What follows belongs to an exercise in optimizing a design on an open flow for small area, a short achievable clock period and few clock cycles per item; a production flow would make more cautious choices.
At most, simulation tests tie the RTL to the original design; equivalence was not proved.
The RTL of run 4 was laid out without a check of its function.
No activity file was given, so power comes from the tool's default toggle rates.

==> design/flow/design.v <==
module canfc_tx (
    input  wire        clk,
    input  wire        rst,           
    input  wire        in_valid,
    output reg         in_ready,
    input  wire        in_mode,       
    input  wire [28:0] in_id,
    input  wire        in_ext,
    input  wire        in_rtr,
    input  wire [3:0]  in_len,
    input  wire [63:0] in_data,       
    input  wire        in_ts_valid,
    input  wire [31:0] in_ts,
    output reg         out_valid,
    input  wire        out_ready,
    output reg  [7:0]  out_byte
);
    localparam [3:0] S_IDLE  = 4'd0,    
                     S_TAG   = 4'd1,    
                     S_TSD   = 4'd2,    
                     S_COLON = 4'd3,
                     S_TSSP  = 4'd4,    
                     S_ID    = 4'd5,    
                     S_IDSP  = 4'd6,    
                     S_LEN   = 4'd7,    
                     S_SP    = 4'd8,    
                     S_R1    = 4'd9,
                     S_T     = 4'd10,
                     S_R2    = 4'd11,
                     S_HI    = 4'd12,   
                     S_LO    = 4'd13;   
    localparam integer K  = 3;                  
    localparam integer NS = 10;                 
    localparam [3:0]   CDONE = NS + 1;
    function [3:0] inc4(input [3:0] v);
        begin
            inc4[0] = ~v[0];
            inc4[1] = v[1] ^ v[0];
            inc4[2] = v[2] ^ (v[1] & v[0]);
            inc4[3] = v[3] ^ (v[2] & v[1] & v[0]);
        end
    endfunction
    function [3:0] dec4(input [3:0] v);
        begin
            dec4[0] = ~v[0];
            dec4[1] = v[1] ^ ~v[0];
            dec4[2] = v[2] ^ ~(v[1] | v[0]);
            dec4[3] = v[3] ^ ~(v[2] | v[1] | v[0]);
        end
    endfunction
    reg        m, ext, rtr;
    reg [3:0]  len;
    reg [28:0] id;
    reg [63:0] data;
    reg        ffree;       
    always @(posedge clk) begin
        if (ffree) begin
            m    <= in_mode;
            ext  <= in_ext;
            rtr  <= in_rtr;
            len  <= in_len;
            id   <= in_id;
            data <= in_data;
        end
    end
    wire wf = (len <= 4'd8) && (ext || id[28:11] == 18'd0);
    reg [3:0]  st;          
    reg [3:0]  idx;
    reg        dpend;       
    reg        dm;          
    reg        bcd_hold;    
    reg  cok;
    wire take = in_valid && ffree && cok;    
    wire adv  = !out_valid || out_ready;
    reg [38:0] bcd;         
    reg [3:0]  cs;
    reg [K-1:0] sr;         
    reg  [K-1:0] slice;     
    integer s;
    always @(*) begin
        slice = {K{1'b0}};
        for (s = 0; s < NS; s = s + 1)
            if (cs == s)
                slice = slice | in_ts[29 - K*s -: K];
    end
    function [3:0] lut2(input [1:0] v);
        lut2 = {1'b0, v == 2'd2, v[1] ^ v[0] ? 1'b1 : 1'b0, v == 2'd3};
    endfunction
    function [3:0] dbl(input [3:0] d);
        begin
            dbl[0] = (d[0] & d[2]) | (d[1] & ~d[2] & d[3]) | (d[2] & ~d[3]);
            dbl[1] = ~((~d[0] & ~d[1] & ~d[3]) | (d[1] & d[3]) | d[2]);
            dbl[2] = (d[0] & d[3]) | (d[1] & ~d[3]);
            dbl[3] = d[0] | (d[2] & d[3]);
        end
    endfunction
    reg [39:0] dd, dn;
    integer i, j;
    always @(*) begin
        dd = {1'b0, bcd};
        for (i = K - 1; i >= 0; i = i - 1) begin
            for (j = 0; j < 10; j = j + 1)
                dn[4*j +: 4] = dbl({(j == 0) ? sr[i] : dd[4*j - 1], dd[4*j +: 3]});
            dd = dn;
        end
    end
    wire cload = !bcd_hold && cs == 4'd0;
    wire cstep = cs != 4'd0 && cs != CDONE;
    always @(posedge clk) begin
        if (cload || cstep)
            sr <= slice;
        if (cload)
            bcd <= {35'd0, lut2(in_ts[31:30])};
        else if (cstep)
            bcd <= dd[38:0];
        if (rst || !in_valid || take)
            cs <= 4'd0;
        else if (cload || cstep)
            cs <= inc4(cs);
    end
    wire [9:1] nz;
    genvar gk;
    generate
        for (gk = 1; gk < 9; gk = gk + 1) begin : g_nz
            assign nz[gk] = |bcd[4*gk +: 4];
        end
    endgenerate
    assign nz[9] = |bcd[38:36];
    wire nz98 = nz[9] | nz[8];
    wire nz74 = nz[7] | nz[6] | nz[5] | nz[4];
    wire [3:0] ntop;
    assign ntop[3] = nz98;
    assign ntop[2] = !nz98 && nz74;
    assign ntop[1] = !nz98 && (nz[7] || nz[6] || (!(nz[5] || nz[4]) && (nz[3] || nz[2])));
    assign ntop[0] = nz[9] || (!nz[8] && (nz[7] || (!nz[6] && (nz[5] || (!nz[4] &&
                     (nz[3] || (!nz[2] && nz[1])))))));
    wire [3:0] nid = ext ? 4'd7 : 4'd2;      
    reg [3:0] bq, dig;
    always @(*) begin
        case (idx)
            4'd0: bq = bcd[3:0];
            4'd1: bq = bcd[7:4];
            4'd2: bq = bcd[11:8];
            4'd3: bq = bcd[15:12];
            4'd4: bq = bcd[19:16];
            4'd5: bq = bcd[23:20];
            4'd6: bq = bcd[27:24];
            4'd7: bq = bcd[31:28];
            4'd8: bq = bcd[35:32];
            default: bq = {1'b0, bcd[38:36]};
        endcase
        case (bq)
            4'b0010: dig = 4'd1;
            4'b0110: dig = 4'd2;
            4'b0001: dig = 4'd3;
            4'b0101: dig = 4'd4;
            4'b1000: dig = 4'd5;
            4'b1010: dig = 4'd6;
            4'b1110: dig = 4'd7;
            4'b1001: dig = 4'd8;
            4'b1101: dig = 4'd9;
            default: dig = 4'd0;
        endcase
    end
    reg [3:0] nib;
    always @(*) begin
        case (st)
            S_TSD:   nib = dig;
            S_ID:    nib = {3'd0, id} >> {idx[2:0], 2'b00};
            S_LEN:   nib = len;
            S_HI:    nib = data[{idx[2:0], 3'b100} +: 4];
            S_LO:    nib = data[{idx[2:0], 3'b000} +: 4];
            default: nib = 4'd0;
        endcase
    end
    reg [7:0] hexch;
    always @(*) begin
        case (nib)
            4'hA:    hexch = 8'h41;
            4'hB:    hexch = 8'h42;
            4'hC:    hexch = 8'h43;
            4'hD:    hexch = 8'h44;
            4'hE:    hexch = 8'h45;
            4'hF:    hexch = 8'h46;
            default: hexch = {4'h3, nib};
        endcase
    end
    reg [7:0] ch;
    always @(*) begin
        if (dpend)
            ch = dm ? 8'h0A : 8'h0D;
        else
            case (st)
                S_TAG:   ch = ext ? (rtr ? 8'h52 : 8'h54) : (rtr ? 8'h72 : 8'h74);
                S_COLON: ch = 8'h3A;
                S_TSSP,
                S_IDSP,
                S_SP:    ch = 8'h20;
                S_R1,
                S_R2:    ch = 8'h72;
                S_T:     ch = 8'h74;
                default: ch = hexch;
            endcase
    end
    reg [3:0] ns, ni;
    reg       last;         
    always @(*) begin
        ns = st; ni = idx; last = 1'b0;
        case (st)
            S_TAG: begin
                ns = S_ID;
                ni = nid;
            end
            S_TSD: begin
                if (idx == 4'd0) ns = S_COLON;
                else             ni = dec4(idx);
            end
            S_COLON: ns = S_TSSP;
            S_TSSP: begin
                ns = S_ID;
                ni = nid;
            end
            S_ID: begin
                if (idx == 4'd0) ns = m ? S_IDSP : S_LEN;
                else             ni = dec4(idx);
            end
            S_IDSP: ns = S_LEN;
            S_LEN: begin
                ni = 4'd0;
                if (!m) last = rtr || len == 4'd0;
                else    last = !rtr && len == 4'd0;
                ns = last ? S_IDLE : (!m ? S_HI : S_SP);
            end
            S_SP: ns = rtr ? S_R1 : S_HI;
            S_R1: ns = S_T;
            S_T:  ns = S_R2;
            S_R2: begin
                ns = S_IDLE; last = 1'b1;
            end
            S_HI: ns = S_LO;
            S_LO: begin
                if (inc4(idx) == len) begin
                    ns = S_IDLE; last = 1'b1;
                end else begin
                    ni = inc4(idx);
                    ns = m ? S_SP : S_HI;
                end
            end
            default: ns = S_IDLE;
        endcase
    end
    wire busy = !ffree;                
    wire kill = busy && !wf;           
    wire gen  = adv && !dpend && busy;
    always @(posedge clk) begin
        if (ffree) begin
            if (!in_mode)
                st <= S_TAG;
            else if (in_ts_valid)
                st <= S_TSD;
            else
                st <= S_ID;
            idx <= (in_mode && in_ts_valid) ? ntop : (in_ext ? 4'd7 : 4'd2);
        end else if (gen) begin
            st  <= ns;
            idx <= ni;
        end
    end
    always @(posedge clk) begin
        if (rst) begin
            dpend     <= 1'b0;
            bcd_hold  <= 1'b0;
            out_valid <= 1'b0;
        end else begin
            if (adv) begin
                out_byte  <= ch;
                out_valid <= dpend || (busy && wf);
                if (dpend)
                    dpend <= 1'b0;
            end
            if (take) begin
                bcd_hold <= in_mode && in_ts_valid;
            end else if (gen) begin
                if (kill) begin
                    bcd_hold <= 1'b0;
                end else begin
                    if (last) begin
                        dpend <= 1'b1;
                        dm    <= m;
                    end
                    if (st == S_TSD && idx == 4'd0)
                        bcd_hold <= 1'b0;
                end
            end
        end
    end
    wire busy_n = take || (busy && !(gen && (kill || last)));
    wire conv_n = (cs == CDONE) || (cs == NS && !bcd_hold);
    always @(posedge clk) begin
        if (rst) begin
            in_ready <= 1'b0;
            ffree    <= 1'b1;
            cok      <= 1'b0;
        end else begin
            in_ready <= in_valid && !busy_n && (!(in_mode && in_ts_valid) || conv_n);
            ffree    <= !busy_n;
            cok      <= in_valid && (!(in_mode && in_ts_valid) || conv_n);
        end
    end
endmodule
==> design/flow/flow/run.sh <==
#!/bin/bash
# Layout flow: the standard ORFS flow (standard.sh) with two changes.
#  1. Synthesis is synth_recipe.tcl unchanged except that Yosys's abc pass
#     runs flow/abc_area.script (an area-oriented mapping) in place of
#     ORFS's abc_speed.script. Registers are mapped before abc, so they are
#     the standard synthesis's registers. ADDER_MAP_FILE is left empty, so
#     adders are not mapped to the platform's half/full adder cells but left
#     to abc like the rest of the logic.
#  2. Each input port gets a buf_1 and each output port a buf_4, in place of
#     the delay buffers the default port buffering picks.
set -euo pipefail
HERE=$(pwd)
ABC_SCRIPT="$HERE/flow/abc_area.script"
{
  head -n 1 synth_recipe.tcl
  echo "proc abc {args} { set i [lsearch -exact \$args -script]; if {\$i >= 0} { lset args [expr {\$i + 1}] $ABC_SCRIPT }; yosys abc {*}\$args }"
  tail -n +2 synth_recipe.tcl
} > my_synth.tcl
sed "s#SYNTH_SCRIPT=[^ ]*#SYNTH_SCRIPT=$HERE/my_synth.tcl ADDER_MAP_FILE=#" standard.sh > my_standard.sh
grep -q "SYNTH_SCRIPT=$HERE/my_synth.tcl" my_standard.sh
export BUFFER_PORTS_ARGS="-inputs -buffer_cell sky130_fd_sc_hd__buf_1"
export CTS_ARGS="-sink_clustering_enable -repair_clock_nets -dont_use_dummy_load -root_buf sky130_fd_sc_hd__clkbuf_16 -buf_list sky130_fd_sc_hd__clkbuf_8"
export PRE_RESIZE_TCL="$HERE/flow/pre_resize.tcl"
bash my_standard.sh > "$HERE/standard.log" 2>&1
==> design/flow/flow/abc_area.script <==
strash
&get -n
&fraig -x
&put
scorr
dc2
strash
&get -n
&dch -f
&nf -R 1000
&put
==> design/flow/flow/pre_resize.tcl <==
# Buffer the output ports (the inputs were buffered before global placement).
buffer_ports -outputs -buffer_cell sky130_fd_sc_hd__buf_4
==> design/flow/standard.sh <==
#!/bin/bash
# synth_recipe.tcl (not shown) runs the flow's synth.tcl, then flattens the netlist and writes it again
# the make line also repeats each setting of config.mk as NAME=value (left out here)
make -C /OpenROAD-flow-scripts/flow DESIGN_CONFIG=/design/flow/config.mk WORK_HOME=/design/flow/orfs CLKGATE_MAP_FILE= SYNTH_SCRIPT=/design/flow/synth_recipe.tcl "${@:-finish}"
==> design/flow/config.mk <==
export PLATFORM = sky130hd
export DESIGN_NAME = canfc_tx
export DESIGN_NICKNAME = canfc_tx
export VERILOG_FILES = /design/flow/design.v
export SDC_FILE = /design/flow/constraint.sdc
export NUM_CORES = 4
export LEC_CHECK = 0
export CAP_MARGIN = 20
export CORE_MARGIN = 2
export CORE_UTILIZATION = 40
export SLEW_MARGIN = 20
==> design/flow/constraint.sdc <==
create_clock -name core_clock -period 40.0 [get_ports {clk}]
set_input_delay 8.0000 -clock core_clock [delete_from_list [all_inputs] [get_ports {clk}]]
set_output_delay 8.0000 -clock core_clock [all_outputs]
set_load 0.01 [all_outputs]
==> results.py, run 1 <==
metrics = {
    "die": {
        "coreArea_mm2": 0.0202,
        "io_pins": 147,
        "die_w_um": 148,
        "start_util": 0.408,
        "die-area_mm2": 0.0218,
        "row_count": 52,
        "die_y_um": 148,
    },
    "detailed_routing": {
        "drc_errors": 0,
        "vias_per_cell": 5.78,
        "num_vias": 7282,
        "antenna_left": 0,
        "drt-total-wl_mm": 22.3,
        "drt_pass1_iterations": 7,
        "drt_iter0_markers": 849,
        "avgRoutedWirePerCell_um": 17.7,
    },
    "worst_setup_path": {
        "crit_family": "flip-flops",
        "crit_chain": "buf_4",
        "r2r_slack_ns": 35.59,
        "worstSetupStartpoint": "out_byte[4]$_SDFFCE_PP0P_",
        "critPathMaxFanout": 1,
        "worst_ep_required_time_ns": 32.00,
        "slowest_delay_ns": 0.39,
        "worstPathArrival_ns": 0.91,
        "cpMaxStageDelayCell": "edfxtp_1",
        "timing.rr.start": "idx[0]$_DFFE_PP_",
        "cp-end-kind": "output pin",
        "cp_num_buf_inv": 1,
        "critical_path_class": "flop to output pin",
        "r2r-end": "out_byte[0]$_DFFE_PP_",
        "rr_worst_depth": 13,
        "cp-start-kind": "flop",
    },
    "global_route": {
        "antenna_found_initial": 0,
        "grt_max_degree": 63,
        "grt_overflow_total": 0,
        "grt_pass1_vias": 6711,
        "grt_pass1_wl_mm": 35.5,
        "grt.total_usage": 0.208,
    },
    "cells_and_area": {
        "nNetsFinal": 1128,
        "multi_input_area_mm2": 0.00363,
        "fill_cells": 1940,
        "regArea_mm2": 0.00459,
        "fin_cells": 1259,
        "diodes": 0,
        "finish.utilization": 0.467,
        "drive_gt1_frac": 0.0344,
        "syn_to_final_growth_pct": 14.7,
    },
    "power_and_ir_drop": {
        "vdd_drop_max_mv": 0.0293,
        "clock_power_share": 0.162,
        "intPower_w": 0.000338,
        "comb_power_share": 0.405,
        "swShare": 0.412,
        "net-switching-power_w": 0.000237,
        "leakage_nw": 3.25,
        "p_seq_frac": 0.433,
        "p_per_area_mw_per_mm2": 60.7,
    },
    "timing": {
        "slew_violations": 0,
        "hold_violations": 0,
        "max_freq_mhz": 112,
        "rsz0062_at_grt": "no",
        "setup_tns_ns": 0,
        "tightestPinTransition_ns": 1.07,
        "slew-limit-headroom": 0.283,
        "finalSetupViolations": 0,
        "period_needed_ns": 8.91,
        "period_share": 0.223,
        "finClkSkew_ns": 0.0439,
    },
    "placed_design": {
        "post-place-cells": 1242,
        "hpwl_mm": 16.2,
        "io_buffers": 136,
        "gp_congestion": 0.897,
    },
    "logic_synthesis": {
        "yosys-top-cells-area": "edfxtp_1 (44%), dfxtp_1 (11%), nand2_1 (5.2%)",
        "synth_top_area_cell": "edfxtp_1",
        "yosysTopAreaCellShare": 0.444,
        "avgSynthCellArea_um2": 10.0,
        "yosysUniqueCellTypes": 52,
        "synth_common_cells": "edfxtp_1 (122), nand2_1 (114), nor2_1 (88)",
        "ys_warn_count": 1,
        "async_reset_ff_frac": 0,
        "syn_inst": 823,
        "synth-edff-count": 122,
        "ys.flop_type": "edfxtp_1",
        "netlist_area_mm2": 0.00825,
        "synth_nets": 960,
        "synth_seq_cells": 168,
        "synth.most_common_cell": "edfxtp_1",
        "seq_area_frac_synth": 0.556,
    },
    "clock_tree": {
        "cts_sinks": 168,
        "root_buffer": "clkbuf_16",
        "cts.clk_slew.worst_paths_ns": 0.06,
        "clk_latency_ns": 0.38,
        "cts.htree.levels": 4,
        "cts_tree": "done",
        "cts_buffer_depth": 2,
        "numCtsBuffers": 17,
        "holdBufCountCts": 0,
        "cts_resized": 0,
        "post_cts_buffers": 0,
    },
    "job": {
        "cap_violations": 0,
    },
    "worst_hold_path": {
        "min_from": "bcd[10]$_SDFFE_PP0P_",
        "hold_path_depth": 2,
        "hold_class": "flop to flop",
        "holdPathEnd": "bcd[10]$_SDFFE_PP0P_",
    },
    "run_status": {
        "status": "finished clean",
    },
}
flip-flops by register name, indices dropped and copies added (netlist names), 3 cells and up:
signal and flops:
idx 4, out_byte 7, data 64, st 4
sr 3, len 4, id 29, cs 4
bcd 39
cell type report:
cell class              count  area share
clock buffers              17      0.0259
inverters                  12     0.00476
multi-input cells         642       0.383
flip-flops and latches    168       0.485
well taps                 270      0.0357
repair buffers            150      0.0651
layer usage:
metal / share of wire / global-route usage / wire length [um] / vias up
met1: 0.44 / 0.293 / 9910 / 3404
met3: 0.083 / 0.0475 / 1860 / 17
met5: 0 / 0 / 0 / -
li1: - / - / - / 3549
met2: 0.46 / 0.330 / 10300 / 312
met4: 0.0096 / 0.0452 / 215 / 0
power by group through the flow:
| stage | clock network, W | logic, W | registers (W) |
|---|---|---|---|
| after CTS | 0.0000956 | 0.000230 | 0.000248 |
| after global placement | 0 | 0.000227 | 0.000253 |
| after floorplan | 0 | 0.000170 | 0.000239 |
| final | 0.0000930 | 0.000233 | 0.000249 |
| after global routing | 0.000102 | 0.000262 | 0.000254 |
| after detailed placement | 0 | 0.000229 | 0.000252 |
through the flow:
step	setup slack, ns	hold slack [ns]	total power (W)	cell area, um^2
CTS	31.06	0.529	0.000574	9460
finish	31.09	0.527	0.000574	9460
global placement	30.77	0.513	0.000479	9150
global route	31.02	0.571	0.000618	9460
floorplan	30.88	0.468	0.000410	8250
detailed placement	30.73	0.518	0.000481	9210
how the worst max path moves through the flow:
stage | endpoint | cells past startpoint
after floorplan | idx[0]$_DFFE_PP_ | 4
after global placement | idx[0]$_DFFE_PP_ | 5
after detailed placement | idx[1]$_DFFE_PP_ | 5
after CTS | out_byte[4] | 1
after global routing | idx[3]$_DFFE_PP_ | 5
final | out_byte[4] | 1
cells by family after synthesis:
kind of cell / after synthesis / share of synthesized area
AND/OR/NAND/NOR: 335 / 0.184
AO/OA/AOI/OAI: 285 / 0.230
flip-flops: 168 / 0.556
buffers and inverters: 13 / 0.00637
XOR/XNOR: 12 / 0.0127
multiplexers: 9 / 0.0111
other: 1 / 0.000455
placed cells by master (no fill, tap or decap), types with 12 or more instances in the layout:
master	synthesis	layout
a21oi_1	56	56
a22o_1	12	12
a22oi_1	20	20
a32o_1	15	15
buf_1	0	136
buf_4	1	14
clkbuf_8	0	16
clkinv_1	12	12
dfxtp_1	46	45
edfxtp_1	122	122
nand2_1	114	114
nand2b_1	15	15
nand3_1	27	27
nor2_1	88	86
nor3_1	35	35
nor4_1	19	19
o21ai_0	66	66
o22ai_1	35	35
o31ai_1	16	16
Testbench counts, summed over its fixed seeds: cycles 25,116, frames 1,200.
==> run 2: changes to the inputs <==
--- a/design/flow/flow/run.sh
+++ b/design/flow/flow/run.sh
@@ -1,13 +1,18 @@
 #!/bin/bash
-# Layout flow: the standard ORFS flow (standard.sh) with two changes.
+# Layout flow: the standard ORFS flow (standard.sh) with three changes.
 #  1. Synthesis is synth_recipe.tcl unchanged except that Yosys's abc pass
 #     runs flow/abc_area.script (an area-oriented mapping) in place of
 #     ORFS's abc_speed.script. Registers are mapped before abc, so they are
 #     the standard synthesis's registers. ADDER_MAP_FILE is left empty, so
 #     adders are not mapped to the platform's half/full adder cells but left
 #     to abc like the rest of the logic.
-#  2. Each input port gets a buf_1 and each output port a buf_4, in place of
-#     the delay buffers the default port buffering picks.
+#  2. Each input port gets a buf_1 and each output port a buf_4
+#     (flow/pre_resize.tcl), in place of the delay buffers the default port
+#     buffering picks.
+#  3. Clock tree: a clkbuf_16 root and clkbuf_8 buffers below it, without
+#     dummy loads (CTS_ARGS). The tree stays balanced for all registers.
+# The make output goes to standard.log; each ORFS step writes its own log
+# under orfs/logs/.
 set -euo pipefail
 HERE=$(pwd)
 ABC_SCRIPT="$HERE/flow/abc_area.script"
==> results.py, run 2 <==
metrics = {
    "power_and_ir_drop": {
        "p_per_area_mw_per_mm2": 60.7,
        "vdd_drop_max_mv": 0.0293,
        "leakage_nw": 3.25,
    },
    "worst_setup_path": {
        "worstPathArrival_ns": 0.91,
        "cpMaxStageDelayCell": "edfxtp_1",
        "worst_ep_required_time_ns": 32.00,
        "critical_path_class": "flop to output pin",
        "cp-start-kind": "flop",
        "r2r_slack_ns": 35.59,
        "critPathMaxFanout": 1,
        "cp_num_buf_inv": 1,
        "crit_family": "flip-flops",
        "slowest_delay_ns": 0.39,
        "crit_chain": "buf_4",
        "cp-end-kind": "output pin",
    },
    "timing": {
        "layout_setup_ws_ns": 31.09,
        "hold_violations": 0,
        "finalSetupViolations": 0,
        "slew-limit-headroom": 0.283,
        "finClkSkew_ns": 0.0439,
        "rsz0062_at_grt": "no",
        "max_freq_mhz": 112,
        "setup_tns_ns": 0,
        "period_share": 0.223,
        "tightestPinTransition_ns": 1.07,
        "period_needed_ns": 8.91,
        "slew_violations": 0,
    },
    "detailed_routing": {
        "avgRoutedWirePerCell_um": 17.7,
        "drc_errors": 0,
        "drt_pass1_iterations": 7,
        "num_vias": 7282,
        "drt-total-wl_mm": 22.3,
        "vias_per_cell": 5.78,
        "antenna_left": 0,
        "drt_iter0_markers": 849,
    },
    "logic_synthesis": {
        "yosysUniqueCellTypes": 52,
        "syn_inst": 823,
        "async_reset_ff_frac": 0,
        "yosys-top-cells-area": "edfxtp_1 (44%), dfxtp_1 (11%), nand2_1 (5.2%)",
        "ys_warn_count": 1,
        "yosysTopAreaCellShare": 0.444,
        "netlist_area_mm2": 0.00825,
        "avgSynthCellArea_um2": 10.0,
        "seq_area_frac_synth": 0.556,
        "synth_top_area_cell": "edfxtp_1",
        "synth_nets": 960,
        "synth_seq_cells": 168,
        "synth_common_cells": "edfxtp_1 (122), nand2_1 (114), nor2_1 (88)",
        "ys.flop_type": "edfxtp_1",
        "synth.most_common_cell": "edfxtp_1",
        "synth-edff-count": 122,
    },
    "global_route": {
        "antenna_found_initial": 0,
        "grt_pass1_wl_mm": 35.5,
        "grt_pass1_vias": 6711,
        "grt_max_degree": 63,
        "grt_overflow_total": 0,
        "grt.total_usage": 0.208,
    },
    "clock_tree": {
        "cts_resized": 0,
        "cts_buffer_depth": 2,
        "cts_tree": "done",
        "cts.htree.levels": 4,
        "clk_latency_ns": 0.38,
        "cts.clk_slew.worst_paths_ns": 0.06,
        "root_buffer": "clkbuf_16",
        "numCtsBuffers": 17,
        "post_cts_buffers": 0,
        "cts_sinks": 168,
        "holdBufCountCts": 0,
    },
    "cells_and_area": {
        "final_common_cell": "buf_1",
        "nNetsFinal": 1128,
        "top_register": "data",
        "drive_gt1_frac": 0.0344,
        "syn_to_final_growth_pct": 14.7,
        "diodes": 0,
        "final_cell_mix": "buf_1 (136), edfxtp_1 (122), nand2_1 (114)",
        "largestRegisters": "data (64), bcd (39), id (29)",
        "largest_register_ffs": 64,
        "fin_cells": 1259,
    },
    "placed_design": {
        "post-place-cells": 1242,
        "gp_congestion": 0.897,
        "hpwl_mm": 16.2,
        "io_buffers": 136,
        "detailedPlace.worstSlack_ns": 30.73,
    },
    "die": {
        "die_w_um": 148,
        "die-area_mm2": 0.0218,
        "io_pins": 147,
        "die_y_um": 148,
        "start_util": 0.408,
        "coreArea_mm2": 0.0202,
        "row_count": 52,
    },
    "job": {
        "cap_violations": 0,
    },
    "run_status": {
        "status": "finished clean",
    },
    "worst_hold_path": {
        "hold_class": "flop to flop",
    },
}
[run 2: area by class of cell]
| cell class | count | area (um^2) |
|---|---|---|
| fill | 1940 | 10800 |
| tap | 270 | 338 |
| clock buffer | 17 | 245 |
| inverter | 12 | 45.0 |
| timing repair buffer | 150 | 616 |
| multi-input combinational | 642 | 3630 |
| sequential | 168 | 4590 |
[run 2: path summary, 6_finish.rpt]
| kind | endpoint | depth (start not counted) | from |
|---|---|---|---|
| worst max-delay path | out_byte[4] | 1 | out_byte[4]$_SDFFCE_PP0P_ |
| worst min-delay path | bcd[10]$_SDFFE_PP0P_ | 2 | bcd[10]$_SDFFE_PP0P_ |
| worst max register to register | out_byte[0]$_DFFE_PP_ | 13 | idx[0]$_DFFE_PP_ |
| worst min register to register | bcd[10]$_SDFFE_PP0P_ | 2 | bcd[10]$_SDFFE_PP0P_ |
[run 2: cell families (layout without fill, tap and decap cells)]
group                     count (synthesis)  after routing  synth area share
AOI/OAI and AO/OA                       285            285             0.230
xor gates and xnor gates                 12             12            0.0127
buffers and inverters                    13            179           0.00637
DFF                                     168            168             0.556
muxes                                     9              9            0.0111
other                                     1              1          0.000455
and+or+nand+nor                         335            335             0.184
[run 2: routing by layer]
metal	routed length [um]	GRT usage
met5	0	0
met4	215	0.0452
met3	1860	0.0475
met2	10300	0.330
met1	9910	0.293
[run 2: through the flow]
stage | cell area, um^2 | total power [W] | hold slack, ns | utilization
global route | 9460 | 0.000618 | 0.571 | 0.467
CTS | 9460 | 0.000574 | 0.529 | 0.467
detailed placement | 9210 | 0.000481 | 0.518 | 0.455
floorplan | 8250 | 0.000410 | 0.468 | -
finish | 9460 | 0.000574 | 0.527 | 0.467
global placement | 9150 | 0.000479 | 0.513 | 0.452
[run 2: power by group]
part / leakage, nW / internal, W / switching [W] / total (W)
Clock: 0.127 / 0.0000402 / 0.0000527 / 0.0000930
Combinational: 1.47 / 0.0000858 / 0.000147 / 0.000233
Sequential: 1.65 / 0.000212 / 0.0000371 / 0.000249
==> run 3: changes to the inputs <==
--- a/design/flow/flow/run.sh
+++ b/design/flow/flow/run.sh
@@ -6,7 +6,7 @@
 #     the standard synthesis's registers. ADDER_MAP_FILE is left empty, so
 #     adders are not mapped to the platform's half/full adder cells but left
 #     to abc like the rest of the logic.
-#  2. Each input port gets a buf_1 and each output port a buf_4
+#  2. Each input port gets a buf_1 and each output port a buf_2
 #     (flow/pre_resize.tcl), in place of the delay buffers the default port
 #     buffering picks.
 #  3. Clock tree: a clkbuf_16 root and clkbuf_8 buffers below it, without
==> design/flow/flow/pre_resize.tcl (replaced) <==
# Buffer the output ports (the inputs were buffered before global placement).
buffer_ports -outputs -buffer_cell sky130_fd_sc_hd__buf_2
==> results.py, run 3 <==
metrics = {
    "worst_setup_path": {
        "cp.depth": 1,
        "critPathMaxFanout": 1,
        "worstPathArrival_ns": 0.90,
        "r2r_slack_ns": 35.65,
        "cp-start-kind": "flop",
        "critical_path_class": "flop to output pin",
        "r2r-end": "out_byte[0]$_DFFE_PP_",
        "slowest_delay_ns": 0.39,
        "cp_num_buf_inv": 1,
        "crit_family": "flip-flops",
        "rr_worst_depth": 13,
        "cp-end-kind": "output pin",
        "timing.rr.start": "idx[0]$_DFFE_PP_",
        "crit_chain": "buf_2",
        "worst_ep_required_time_ns": 32.00,
        "cpMaxStageDelayCell": "edfxtp_1",
    },
    "global_route": {
        "grt_max_degree": 63,
        "grt.total_usage": 0.207,
        "grt_overflow_total": 0,
        "grt_pass1_wl_mm": 35.3,
        "grt_pass1_vias": 6604,
        "antenna_found_initial": 0,
    },
    "clock_tree": {
        "cts_tree": "done",
        "cts_buffer_depth": 2,
        "numCtsBuffers": 17,
        "holdBufCountCts": 0,
        "cts_resized": 0,
        "post_cts_buffers": 0,
        "clk_latency_ns": 0.40,
        "root_buffer": "clkbuf_16",
        "cts.htree.levels": 4,
        "cts.clk_slew.worst_paths_ns": 0.08,
        "cts_sinks": 168,
    },
    "cells_and_area": {
        "largestRegisters": "data (64), bcd (39), id (29)",
        "fill_cells": 1962,
        "drive_gt1_frac": 0.0344,
        "syn_to_final_growth_pct": 14.4,
        "largest_register_ffs": 64,
        "final_cell_mix": "buf_1 (136), edfxtp_1 (122), nand2_1 (114)",
        "top_register": "data",
        "final_common_cell": "buf_1",
        "diodes": 0,
        "nNetsFinal": 1128,
        "fin_cells": 1259,
    },
    "logic_synthesis": {
        "synth_top_area_cell": "edfxtp_1",
        "avgSynthCellArea_um2": 10.0,
        "ys_warn_count": 1,
        "syn_inst": 823,
        "yosys-top-cells-area": "edfxtp_1 (44%), dfxtp_1 (11%), nand2_1 (5.2%)",
        "synth_common_cells": "edfxtp_1 (122), nand2_1 (114), nor2_1 (88)",
        "yosysUniqueCellTypes": 52,
        "ys.flop_type": "edfxtp_1",
        "yosysTopAreaCellShare": 0.444,
        "synth_seq_cells": 168,
        "async_reset_ff_frac": 0,
        "seq_area_frac_synth": 0.556,
        "synth.most_common_cell": "edfxtp_1",
        "synth-edff-count": 122,
        "synth_nets": 960,
        "netlist_area_mm2": 0.00825,
    },
    "timing": {
        "tightestPinTransition_ns": 1.09,
        "finClkSkew_ns": 0.0416,
        "max_freq_mhz": 112,
        "layout_setup_ws_ns": 31.10,
        "setup_tns_ns": 0,
        "rsz0062_at_grt": "no",
        "slew_violations": 0,
        "hold_violations": 0,
        "finalSetupViolations": 0,
        "period_share": 0.222,
        "period_needed_ns": 8.90,
        "slew-limit-headroom": 0.272,
    },
    "detailed_routing": {
        "num_vias": 7304,
        "drt_pass1_iterations": 6,
        "vias_per_cell": 5.80,
        "avgRoutedWirePerCell_um": 17.7,
        "drc_errors": 0,
        "drt_iter0_markers": 757,
        "drt-total-wl_mm": 22.3,
        "antenna_left": 0,
    },
    "placed_design": {
        "gp_congestion": 0.897,
        "hpwl_mm": 16.2,
        "io_buffers": 136,
        "detailedPlace.worstSlack_ns": 30.75,
        "post-place-cells": 1242,
    },
    "die": {
        "row_count": 52,
        "coreArea_mm2": 0.0202,
        "die-area_mm2": 0.0218,
        "start_util": 0.408,
        "die_y_um": 148,
        "io_pins": 147,
        "die_w_um": 148,
    },
    "power_and_ir_drop": {
        "leakage_nw": 3.25,
        "p_per_area_mw_per_mm2": 60.9,
        "vdd_drop_max_mv": 0.0288,
    },
    "worst_hold_path": {
        "hold_class": "flop to flop",
        "holdPathEnd": "bcd[10]$_SDFFE_PP0P_",
        "hold_path_depth": 2,
        "min_from": "bcd[10]$_SDFFE_PP0P_",
    },
    "run_status": {
        "status": "finished clean",
    },
    "job": {
        "cap_violations": 0,
    },
}
[run 3: cell counts after synthesis]
Identical to the previous run, type by type.
[run 3: how the worst max path moves through the flow]
stage	to	startpoint	slack (ns)
after floorplan	idx[0]$_DFFE_PP_	out_ready	30.88
after global placement	idx[0]$_DFFE_PP_	out_ready	30.77
after detailed placement	idx[1]$_DFFE_PP_	out_ready	30.75
after CTS	out_byte[4]	out_byte[4]$_SDFFCE_PP0P_	31.07
after global routing	idx[0]$_DFFE_PP_	out_ready	31.02
final	out_byte[4]	out_byte[4]$_SDFFCE_PP0P_	31.10
[run 3: power breakdown]
group / total [W] / switching, W / internal, W
clock: 0.0000931 / 0.0000529 / 0.0000402
combinational: 0.000232 / 0.000147 / 0.0000853
sequential: 0.000249 / 0.0000374 / 0.000212
total: 0.000574 / 0.000237 / 0.000337
[run 3: cell type report]
type                            instances  area, um^2  area share
Clock buffer                           17         245      0.0260
Sequential cell                       168        4590       0.486
Timing Repair Buffer                  150         593      0.0629
Multi-Input combinational cell        642        3630       0.384
Inverter                               12        45.0     0.00477
Tap cell                              270         338      0.0358
[run 3: stage by stage]
step | utilization | total power (W) | hold slack [ns] | instance area [um^2]
floorplan | - | 0.000410 | 0.468 | 8250
global placement | 0.452 | 0.000479 | 0.513 | 9150
detailed placement | 0.454 | 0.000480 | 0.513 | 9190
CTS | 0.466 | 0.000573 | 0.530 | 9440
global route | 0.466 | 0.000616 | 0.571 | 9440
finish | 0.466 | 0.000574 | 0.532 | 9440
[run 3: kinds of logic (layout without fill, tap and decap cells)]
kind of cell           after synthesis  after routing  synth area share
AND/OR/NAND/NOR                    335            335             0.184
multiplexers                         9              9            0.0111
flip-flops                         168            168             0.556
AO/OA/AOI/OAI                      285            285             0.230
other                                1              1          0.000455
buffers and inverters               13            179           0.00637
XOR/XNOR                            12             12            0.0127
[run 3: layer usage]
metal | part of all wire | GRT usage
met5 | 0 | 0
met4 | 0.019 | 0.0668
met3 | 0.071 | 0.0494
met2 | 0.45 | 0.316
met1 | 0.46 | 0.291
==> run 4: changes to the inputs <==
--- a/design/flow/design.v
+++ b/design/flow/design.v
@@ -29,9 +29,9 @@
                      S_R2    = 4'd11,
                      S_HI    = 4'd12,   
                      S_LO    = 4'd13;   
-    localparam integer K  = 3;                  
-    localparam integer NS = 10;                 
-    localparam [3:0]   CDONE = NS + 1;
+    localparam integer K  = 2;                  
+    localparam integer NS = 15;                 
+    localparam [4:0]   CDONE = NS + 1;
     function [3:0] inc4(input [3:0] v);
         begin
             inc4[0] = ~v[0];
@@ -73,7 +73,7 @@
     wire take = in_valid && ffree && cok;    
     wire adv  = !out_valid || out_ready;
     reg [38:0] bcd;         
-    reg [3:0]  cs;
+    reg [4:0]  cs;
     reg [K-1:0] sr;         
     reg  [K-1:0] slice;     
     integer s;
@@ -104,8 +104,8 @@
             dd = dn;
         end
     end
-    wire cload = !bcd_hold && cs == 4'd0;
-    wire cstep = cs != 4'd0 && cs != CDONE;
+    wire cload = !bcd_hold && cs == 5'd0;
+    wire cstep = cs != 5'd0 && cs != CDONE;
     always @(posedge clk) begin
         if (cload || cstep)
             sr <= slice;
@@ -114,9 +114,9 @@
         else if (cstep)
             bcd <= dd[38:0];
         if (rst || !in_valid || take)
-            cs <= 4'd0;
+            cs <= 5'd0;
         else if (cload || cstep)
-            cs <= inc4(cs);
+            cs <= cs + 5'd1;
     end
     wire [9:1] nz;
     genvar gk;
==> design/flow/flow/run.sh (replaced) <==
#!/bin/bash
# Layout flow: the standard ORFS flow (standard.sh) with two changes.
#  1. Synthesis is synth_recipe.tcl unchanged except that Yosys's abc pass
#     runs flow/abc_area.script (an area-oriented mapping) in place of
#     ORFS's abc_speed.script. Registers are mapped before abc, so they are
#     the standard synthesis's registers. ADDER_MAP_FILE is left empty, so
#     adders are not mapped to the platform's half/full adder cells but left
#     to abc like the rest of the logic.
#  2. Each input port gets a buf_1 and each output port a buf_4, in place of
#     the delay buffers the default port buffering picks.
set -euo pipefail
HERE=$(pwd)
ABC_SCRIPT="$HERE/flow/abc_area.script"
{
  head -n 1 synth_recipe.tcl
  echo "proc abc {args} { set i [lsearch -exact \$args -script]; if {\$i >= 0} { lset args [expr {\$i + 1}] $ABC_SCRIPT }; yosys abc {*}\$args }"
  tail -n +2 synth_recipe.tcl
} > my_synth.tcl
sed "s#SYNTH_SCRIPT=[^ ]*#SYNTH_SCRIPT=$HERE/my_synth.tcl ADDER_MAP_FILE=#" standard.sh > my_standard.sh
grep -q "SYNTH_SCRIPT=$HERE/my_synth.tcl" my_standard.sh
export BUFFER_PORTS_ARGS="-inputs -buffer_cell sky130_fd_sc_hd__buf_1"
export CTS_ARGS="-sink_clustering_enable -repair_clock_nets -dont_use_dummy_load -buf_list sky130_fd_sc_hd__clkbuf_8"
export PRE_RESIZE_TCL="$HERE/flow/pre_resize.tcl"
bash my_standard.sh > "$HERE/standard.log" 2>&1
==> design/flow/flow/pre_resize.tcl (replaced) <==
# Buffer the output ports (the inputs were buffered before global placement).
buffer_ports -outputs -buffer_cell sky130_fd_sc_hd__buf_4
==> results.py, run 4 <==
metrics = {
    "placed_design": {
        "gp_congestion": 0.954,
        "io_buffers": 136,
        "hpwl_mm": 15.2,
        "place_area_mm2": 0.00889,
        "detailedPlace.worstSlack_ns": 30.78,
    },
    "logic_synthesis": {
        "muxShareOfSynthArea": 0.0190,
        "yosysUniqueCellTypes": 50,
        "synth_common_cells": "edfxtp_1 (121), nor2_1 (77), nand2_1 (67)",
        "synth_seq_cells": 168,
        "async_reset_ff_frac": 0,
        "yosys-top-cells-area": "edfxtp_1 (46%), dfxtp_1 (12%), a21oi_1 (3.7%)",
        "syn_inst": 742,
        "avgSynthCellArea_um2": 10.7,
        "synth_fa_ha_area_frac": 0,
        "synth-edff-count": 121,
        "synthSimpleGateAreaFrac": 0.168,
        "seq_area_frac_synth": 0.578,
        "synth.most_common_cell": "edfxtp_1",
        "synth_top_family_by_area": "compound AO/OA/AOI/OAI gates",
        "synth_nets": 879,
        "ys.flop_type": "edfxtp_1",
        "yosysTopAreaCellShare": 0.459,
        "ys_warn_count": 1,
        "synthXorXnorAreaFrac": 0.0111,
        "synth_compound_area_frac": 0.217,
        "synth_top_area_cell": "edfxtp_1",
        "netlist_area_mm2": 0.00791,
    },
    "cells_and_area": {
        "drive_gt1_frac": 0.0406,
        "top_register": "data",
        "syn_to_final_growth_pct": 15.3,
        "fin_area_mm2": 0.00913,
        "largestRegisters": "data (64), bcd (39), id (29)",
        "final_cell_mix": "buf_1 (136), edfxtp_1 (121), nor2_1 (76)",
        "finish.utilization": 0.469,
        "final_common_cell": "buf_1",
        "largest_register_ffs": 64,
        "nNetsFinal": 1051,
    },
    "worst_setup_path": {
        "cp-start-kind": "flop",
        "cpMaxStageDelayCell": "dfxtp_1",
        "critPathMaxFanout": 1,
        "worstPathArrival_ns": 1.06,
        "critical_path_class": "flop to output pin",
        "cp-end-kind": "output pin",
        "crit_chain": "buf_4",
        "crit_family": "flip-flops",
        "slowest_delay_ns": 0.46,
        "cp_num_buf_inv": 1,
        "worst_ep_required_time_ns": 32.00,
    },
    "timing": {
        "period_share": 0.226,
        "hold_violations": 0,
        "finClkSkew_ns": 0.0338,
        "period_needed_ns": 9.06,
        "slew_violations": 0,
        "layout_setup_ws_ns": 30.94,
        "max_freq_mhz": 110,
        "rsz0062_at_grt": "no",
        "tightestPinTransition_ns": 0.951,
        "setup_tns_ns": 0,
        "finalSetupViolations": 0,
        "slew-limit-headroom": 0.366,
    },
    "global_route": {
        "grt_pass1_vias": 6341,
        "grt_pass1_wl_mm": 33.3,
        "use_met2": 0.330,
        "antenna_found_initial": 1,
        "grt_overflow_total": 0,
        "grtUsageMet1": 0.288,
        "grt.total_usage": 0.208,
        "busiest_layer": "met2",
        "grt_max_degree": 71,
        "grt_use_met3": 0.0480,
    },
    "clock_tree": {
        "cts.htree.levels": 4,
        "clk_latency_ns": 0.46,
        "cts_sinks": 168,
        "cts.clk_slew.worst_paths_ns": 0.08,
        "cts_tree": "done",
        "numCtsBuffers": 17,
        "root_buffer": "clkbuf_8",
        "cts_resized": 0,
        "post_cts_buffers": 0,
        "cts_buffer_depth": 2,
        "holdBufCountCts": 0,
    },
    "power_and_ir_drop": {
        "net-switching-power_w": 0.0000941,
        "vdd_drop_max_mv": 0.0345,
        "swShare": 0.269,
        "leakage_nw": 3.11,
        "p_seq_frac": 0.591,
        "clock_power_share": 0.258,
        "comb_power_share": 0.151,
        "intPower_w": 0.000256,
        "finalPower_w": 0.000350,
        "p_per_area_mw_per_mm2": 38.3,
    },
    "detailed_routing": {
        "drt_iter0_markers": 642,
        "antenna_left": 0,
        "drt_pass1_iterations": 7,
        "drc_errors": 0,
        "vias_per_cell": 5.66,
        "avgRoutedWirePerCell_um": 17.8,
        "num_vias": 6673,
        "drt-total-wl_mm": 21.0,
    },
    "die": {
        "die_y_um": 145,
        "coreArea_mm2": 0.0195,
        "die-area_mm2": 0.0209,
        "start_util": 0.407,
        "row_count": 51,
        "die_w_um": 145,
        "io_pins": 147,
    },
    "job": {
        "cap_violations": 0,
    },
    "worst_hold_path": {
        "hold_class": "flop to flop",
    },
    "run_status": {
        "status": "finished clean",
    },
}
## run 4: cell types whose count changed after synthesis, moves of 4 or more
cell      before  now
o22ai_1       35   22
o21a_1         6    1
mux2i_1        8   15
a22o_1        12   28
a31o_1         1    6
a221oi_1       5    9
a211oi_1       2    6
nand2_1      114   67
o21ai_0       66   48
nor2_1        88   77
a32o_1        15    2
a221o_1        4    0
## run 4: final timing paths
path	start	slack, ns	end	cells after the start
max	in_ready$_SDFF_PP0_	30.94	in_ready	1
max reg2reg	idx[0]$_DFFE_PP_	35.88	out_byte[1]$_DFFE_PP_	9
min reg2reg	bcd[12]$_SDFFE_PP0P_	0.53	bcd[12]$_SDFFE_PP0P_	2
min	bcd[12]$_SDFFE_PP0P_	0.53	bcd[12]$_SDFFE_PP0P_	2
## run 4: cell type report
| cell class | instances | area [um^2] |
|---|---|---|
| fillers | 1858 | 10300 |
| flip-flops and latches | 168 | 4580 |
| multi-input cells | 562 | 3290 |
| repair buffers | 154 | 646 |
| well taps | 265 | 332 |
| clock buffers | 17 | 234 |
| inverters | 11 | 41.3 |
| diodes | 1 | 2.50 |
## run 4: routing by layer
metal	share of wire	wire (um)
met1	0.45	9450
met2	0.47	9910
met3	0.066	1390
met4	0.0097	203
met5	0	0
## run 4: cells by family (layout without fill, tap and decap cells)
logic type	count (synthesis)	in the layout
buffers and inverters	12	182
xor gates and xnor gates	10	10
other	1	2
muxes	15	15
and+or+nand+nor	279	279
AOI/OAI and AO/OA	257	257
DFF	168	168
## run 4: per-stage QoR
stage,std cells,hold WS (ns)
floorplan,742,0.469
global placement,1151,0.510
detailed placement,1160,0.517
CTS,1177,0.528
global route,1177,0.582
finish,1178,0.533
## run 4: power groups by stage
stage                     registers [W]  clock network (W)  logic (W)
final                          0.000207          0.0000902  0.0000528
after global routing           0.000208          0.0000996  0.0000591
after CTS                      0.000207          0.0000930  0.0000529
after detailed placement       0.000211                  0  0.0000527
after global placement         0.000211                  0  0.0000505
after floorplan                0.000209                  0  0.0000320

-- separate check: timing with driven ports --
The results above use ideal ports. As a check the final layouts listed here were re-extracted and re-timed, cells and wires unchanged.
Step 1: set_driving_cell puts a clkbuf_16 on clk and a buf_2 on each other input, an assumption about the parent block.
Step 2 times the ports against the registers' clock, not the clock port: input delays grow and output delays shrink by t, the midpoint of the rising clock arrivals with the driver on.
Slacks: ideal ports / drivers / drivers and shift; pairs: ideal ports / drivers.
| run | shift t [ns] | setup slack, ns | hold WS [ns] | latest minus earliest clock arrival (ns) |
|---|---|---|---|---|
| run 1 | 0.411 | 31.094 / 31.045 / 30.721 | 0.527 / 0.527 / 0.527 | 0.044 / 0.044 |
| run 2 | 0.411 | 31.094 / 31.045 / 30.721 | 0.527 / 0.527 / 0.527 | 0.044 / 0.044 |
| run 3 | 0.424 | 31.105 / 31.055 / 30.717 | 0.532 / 0.532 / 0.532 | 0.041 / 0.042 |
| run 4 | 0.484 | 30.940 / 30.900 / 30.732 | 0.533 / 0.533 / 0.533 | 0.034 / 0.034 |
After both steps every run listed still meets setup and hold. The setup slack of run 3, which loses most, moves by -0.050 ns with the drivers and by -0.388 ns with both steps.
